Context: an optimization exercise on an open-source flow, tuned for small area. The choices shown serve that exercise and are no tape-out recipe. In this exercise RTL edits were held to simulation tests only and were not proved equivalent to the original. No activity file was given, so power comes from the tool's default toggle rates.

// hub75_engine
module hub75_engine #(
    parameter [31:0] FLICKER_BUDGET_TICKS = 32'd500000
) (
    input  wire        clk,
    input  wire        rst,           
    input  wire        cmd_valid,
    output wire        cmd_ready,
    input  wire [63:0] cmd_data,
    output reg         rsp_valid,
    output wire [63:0] rsp_data,
    input  wire        timeout,
    output wire        mem_rd_en,
    output wire        mem_rd_buf,
    output wire [24:0] mem_rd_addr,
    input  wire [5:0]  mem_rd_data,
    output reg  [5:0]  hub_data,
    output reg         hub_clk,
    output reg         hub_lat,
    output wire        hub_oe_n,
    output reg  [4:0]  hub_addr,
    output wire        irq_fault
);
    function integer bits_for(input [31:0] v);
        integer k;
        begin
            bits_for = 1;
            for (k = 1; k < 32; k = k + 1)
                if (v >= (32'd1 << k)) bits_for = k + 1;
        end
    endfunction
    localparam integer TW = bits_for(FLICKER_BUDGET_TICKS);
    function [31:0] rinc(input [31:0] a);
        integer k;
        reg c;
        begin
            c = 1'b1;
            for (k = 0; k < 32; k = k + 1) begin
                rinc[k] = a[k] ^ c;
                c = c & a[k];
            end
        end
    endfunction
    function [31:0] rdec(input [31:0] a);
        integer k;
        reg b;
        begin
            b = 1'b1;
            for (k = 0; k < 32; k = k + 1) begin
                rdec[k] = a[k] ^ b;
                b = b & ~a[k];
            end
        end
    endfunction
    localparam [1:0] ST_UNINIT  = 2'd0,
                     ST_READY   = 2'd1,
                     ST_RUNNING = 2'd2,
                     ST_STOPPED = 2'd3;
    localparam [2:0] S_OFF   = 3'd0,
                     S_FETCH = 3'd1,
                     S_SH0   = 3'd2,
                     S_LATCH = 3'd3,
                     S_HOLD  = 3'd4,
                     S_DONE  = 3'd5,
                     S_SH1   = 3'd6,
                     S_SH2   = 3'd7;
    localparam [7:0] OP_WRCFG  = 8'h01,
                     OP_RDREG  = 8'h02,
                     OP_INIT   = 8'h03,
                     OP_COMMIT = 8'h12,
                     OP_START  = 8'h20,
                     OP_STOP   = 8'h21;
    reg  [1:0]  st;
    reg         active;
    reg         pending;
    reg         stop_req;
    reg         retry_used;
  ...
Size: about 1700 cells after synthesis, ~490 flip-flops, roughly 180 I/O pins.
export LEC_CHECK = 0
export CAP_MARGIN = 20
export CORE_MARGIN = 2
export CORE_UTILIZATION = 55
export SLEW_MARGIN = 20
create_clock -name core_clock -period 18.0 [get_ports {clk}]
standard.sh (not shown) runs the stock make flow with config.mk's settings and CLKGATE_MAP_FILE= SYNTH_SCRIPT=/design/flow/synth_recipe.tcl, a recipe that flattens the netlist after the stock synthesis.
==> flow/flow/run.sh <==
#!/bin/bash
# Layout flow: the standard flow (standard.sh: ORFS from synthesis to
# the final layout), with three changes:
#  - synthesis is the standard flow's own script, except that ABC maps the logic with
#    the area-oriented script flow/area.abc instead of ORFS's speed script
#    (the clock period leaves ample slack); flip-flops are mapped before
#    ABC runs, so the registers are those of the standard synthesis;
#  - the port buffers that global placement inserts are the smallest
#    buffer (buf_1) instead of the resizer's default choice;
#  - clock tree synthesis makes larger sink clusters and inserts no dummy
#    loads (all sinks still reach the clock through buffers).
# The make output goes to standard.log here; ORFS writes each step's log
# under orfs/logs.
set -euo pipefail
HERE=$(pwd)
cat > "$HERE/area_synth.tcl" <<EOF
proc abc {args} {
  set i [lsearch -exact \$args -script]
  if {\$i >= 0} { lset args [expr {\$i + 1}] $HERE/flow/area.abc }
  yosys abc {*}\$args
}
source $HERE/synth_recipe.tcl
EOF
export BUFFER_PORTS_ARGS="-buffer_cell sky130_fd_sc_hd__buf_1"
export CTS_ARGS="-sink_clustering_enable -repair_clock_nets -dont_use_dummy_load -sink_clustering_size 32 -sink_clustering_max_diameter 80 -buf_list sky130_fd_sc_hd__clkbuf_16"
bash standard.sh SYNTH_SCRIPT="$HERE/area_synth.tcl" finish > standard.log 2>&1
==> flow/flow/area.abc <==
strash
&get -n
&fraig -x
&put
scorr
dc2
strash
&get -n
&deepsyn -T 60
&synch2
&dch -f
&nf -a -R 1000
&put
The baseline completed with no timing, DRC or antenna violations.
Rerun with:
==> flow/flow/run.sh (replaced) <==
#!/bin/bash
# Layout flow: the standard flow (standard.sh: ORFS from synthesis to
# the final layout), with two changes:
#  - the port buffers that global placement inserts are the smallest
#    buffer (buf_1) instead of the resizer's default choice;
#  - clock tree synthesis makes larger sink clusters and inserts no dummy
#    loads (all sinks still reach the clock through buffers).
# The make output goes to standard.log here; ORFS writes each step's log
# under orfs/logs.
set -euo pipefail
export BUFFER_PORTS_ARGS="-buffer_cell sky130_fd_sc_hd__buf_1"
export CTS_ARGS="-sink_clustering_enable -repair_clock_nets -dont_use_dummy_load -sink_clustering_size 20 -sink_clustering_max_diameter 60 -buf_list sky130_fd_sc_hd__clkbuf_16"
bash standard.sh > standard.log 2>&1
removed: flow/flow/area.abc
Die area goes up by 7.0%.
Design area goes up by 6.3%.
Power goes up by 10%.
Rerun with:
==> flow/flow/run.sh (replaced) <==
#!/bin/bash
# Layout flow: the standard flow (standard.sh: ORFS from synthesis to
# the final layout), with three changes:
#  - synthesis is the standard flow's own script, except that ABC maps the logic with
#    the area-oriented script flow/area.abc instead of ORFS's speed script
#    (the clock period leaves ample slack); flip-flops are mapped before
#    ABC runs, so the registers are those of the standard synthesis;
#  - the port buffers that global placement inserts are the smallest
#    buffer (buf_1) instead of the resizer's default choice;
#  - clock tree synthesis makes larger sink clusters and inserts no dummy
#    loads (all sinks still reach the clock through buffers).
# The make output goes to standard.log here; ORFS writes each step's log
# under orfs/logs.
set -euo pipefail
HERE=$(pwd)
cat > "$HERE/area_synth.tcl" <<EOF
proc abc {args} {
  set i [lsearch -exact \$args -script]
  if {\$i >= 0} { lset args [expr {\$i + 1}] $HERE/flow/area.abc }
  yosys abc {*}\$args
}
source $HERE/synth_recipe.tcl
EOF
export BUFFER_PORTS_ARGS="-buffer_cell sky130_fd_sc_hd__buf_1"
export CTS_ARGS="-sink_clustering_enable -repair_clock_nets -dont_use_dummy_load -sink_clustering_size 26 -sink_clustering_max_diameter 60 -buf_list sky130_fd_sc_hd__clkbuf_16"
bash standard.sh SYNTH_SCRIPT="$HERE/area_synth.tcl" finish > standard.log 2>&1
==> flow/flow/area.abc (new file) <==
strash
&get -n
&fraig -x
&put
scorr
dc2
strash
&get -n
&synch2
&dch -f
&nf -a -R 1000
&put
Design area decreases by a few percent.
Clock power goes down by a few percent.
Die area decreases by a few percent.
Via count goes down by a few percent.
Count of clock-buffer cells in the layout went down by 3.
Sequential share of layout area came out higher by 2.4 points.
Global-route usage is about the same.
Rerun with:
--- a/flow/flow/run.sh
+++ b/flow/flow/run.sh
@@ -24,3 +24,3 @@
 export BUFFER_PORTS_ARGS="-buffer_cell sky130_fd_sc_hd__buf_1"
-export CTS_ARGS="-sink_clustering_enable -repair_clock_nets -dont_use_dummy_load -sink_clustering_size 26 -sink_clustering_max_diameter 60 -buf_list sky130_fd_sc_hd__clkbuf_16"
+export CTS_ARGS="-sink_clustering_enable -repair_clock_nets -dont_use_dummy_load -sink_clustering_size 18 -sink_clustering_max_diameter 60 -buf_list sky130_fd_sc_hd__clkbuf_8"
 bash standard.sh SYNTH_SCRIPT="$HERE/area_synth.tcl" finish > standard.log 2>&1
--- a/flow/flow/area.abc
+++ b/flow/flow/area.abc
@@ -8,2 +8,3 @@
 &get -n
+&deepsyn -T 60
 &synch2
Result: Final area is lower by 2.0%. Combinational power stays flat. First-iteration DRC count came out lower by 7.1%. Flip-flop and latch count does not change. Sequential power barely changes. Worst hold slack is better by 0.012 ns. Utilization drops by 0.94 points.

* * *

Starting RTL as in the previous note.
export LEC_CHECK = 0
export CAP_MARGIN = 20
export CORE_MARGIN = 2
export CORE_UTILIZATION = 55
export SLEW_MARGIN = 20
create_clock -name core_clock -period 18.0 [get_ports {clk}]
==> flow/flow/run.sh <==
#!/bin/bash
# Layout flow: the standard flow (standard.sh: ORFS from synthesis to
# the final layout), with three changes:
#  - synthesis is the standard flow's own script, except that ABC maps the logic with
#    the area-oriented script flow/area.abc instead of ORFS's speed script
#    (the clock period leaves ample slack); flip-flops are mapped before
#    ABC runs, so the registers are those of the standard synthesis;
#  - the port buffers that global placement inserts are the smallest
#    buffer (buf_1) instead of the resizer's default choice;
#  - clock tree synthesis makes larger sink clusters and inserts no dummy
#    loads (all sinks still reach the clock through buffers).
# The make output goes to standard.log here; ORFS writes each step's log
# under orfs/logs.
set -euo pipefail
HERE=$(pwd)
cat > "$HERE/area_synth.tcl" <<EOF
proc abc {args} {
  set i [lsearch -exact \$args -script]
  if {\$i >= 0} { lset args [expr {\$i + 1}] $HERE/flow/area.abc }
  yosys abc {*}\$args
}
source $HERE/synth_recipe.tcl
EOF
export BUFFER_PORTS_ARGS="-buffer_cell sky130_fd_sc_hd__buf_1"
export CTS_ARGS="-sink_clustering_enable -repair_clock_nets -dont_use_dummy_load -sink_clustering_size 16 -sink_clustering_max_diameter 55 -buf_list sky130_fd_sc_hd__clkbuf_8"
bash standard.sh SYNTH_SCRIPT="$HERE/area_synth.tcl" finish > standard.log 2>&1
==> flow/flow/area.abc <==
strash
&get -n
&fraig -x
&put
scorr
dc2
strash
&get -n
&deepsyn -T 60
&synch2
&dch -f
&nf -a -R 1000
&put
The baseline completed without violations.
Rerun with:
==> flow/flow/area.abc (replaced) <==
strash
&get -n
&fraig -x
&put
scorr
dc2
strash
&get -n
&deepsyn -T 60
&dch -f
&nf -a -R 2000
&put
Cell count falls by a few percent.
Design area falls slightly.
Utilization rises by 0.42 points.
Sequential share of layout area rises by 0.80 points.
Count of clock-buffer cells in the layout falls by 1.
Global-route usage falls by 1.1 points.
Hold slack gets better by 0.0071 ns.
Via count falls by a few percent.
Clock power falls slightly.
Power falls slightly.
Clock skew rises by 0.0082 ns.
Rerun with:
--- a/flow/flow/run.sh
+++ b/flow/flow/run.sh
@@ -23,4 +23,4 @@
 EOF
 export BUFFER_PORTS_ARGS="-buffer_cell sky130_fd_sc_hd__buf_1"
-export CTS_ARGS="-sink_clustering_enable -repair_clock_nets -dont_use_dummy_load -sink_clustering_size 16 -sink_clustering_max_diameter 55 -buf_list sky130_fd_sc_hd__clkbuf_8"
+export CTS_ARGS="-sink_clustering_enable -repair_clock_nets -dont_use_dummy_load -sink_clustering_size 14 -sink_clustering_max_diameter 50 -buf_list sky130_fd_sc_hd__clkbuf_8"
 bash standard.sh SYNTH_SCRIPT="$HERE/area_synth.tcl" finish > standard.log 2>&1
==> flow/flow/area.abc (replaced) <==
strash
&get -n
&fraig -x
&put
scorr
dc2
strash
&get -n
&deepsyn -T 60
&synch2
&dch -f
&nf -a -R 1000
&put
Result:
- worst setup slack gains 0.43 ns
- wire length rises by 0.98%
- total power rises by about 2.8%
- die area rises by 0.86%
- clock-buffer cell count rises by 8
- worst hold slack is about the same
- non-clock buffer count rises by 8
- sequential share of layout area falls by 0.91 points
- area after synthesis rises by 0.88%
- core utilization falls by 0.15 points

[static timing again, ports no longer ideal]
In the flow no input, the clock included, has a driving cell. The finished layouts below were timed again as built, in two steps.
Step 1 sets driving cells, clkbuf_16 on the clock port and buf_2 on the other inputs (assumed; they add their load-dependent delay and slew).
Step 2 times the ports against the registers' clock, not the clock port: input delays grow and output delays shrink by t, the midpoint of the rising clock arrivals with the driver on.
Slacks: ideal / step 1 / step 2; pairs: ideal / step 1.
run | t, ns | setup WS [ns] | hold slack, ns | worst data-port slew with drivers (ns)
the first run of note 1 | 0.600 | 9.396 / 9.430 / 8.830 | 0.434 / 0.434 / 0.434 | 0.05
the second run of note 1 | 0.603 | 9.781 / 9.761 / 9.523 | 0.452 / 0.452 / 0.452 | 0.09
the third run of note 1 | 0.581 | 9.246 / 9.283 / 8.702 | 0.438 / 0.438 / 0.438 | 0.04
the fourth run of note 1 | 0.653 | 9.420 / 9.452 / 8.799 | 0.451 / 0.451 / 0.451 | 0.06
the first run of note 2 | 0.663 | 8.730 / 8.761 / 8.098 | 0.434 / 0.434 / 0.434 | 0.06
the second run of note 2 | 0.627 | 9.007 / 9.039 / 8.413 | 0.441 / 0.441 / 0.441 | 0.07
the third run of note 2 | 0.668 | 9.433 / 9.469 / 8.800 | 0.438 / 0.438 / 0.438 | 0.06
After both steps every run listed still meets setup and hold. For the third run of note 2, which loses most, drivers alone change the setup slack by +0.036 ns; drivers and shift together by -0.633 ns.
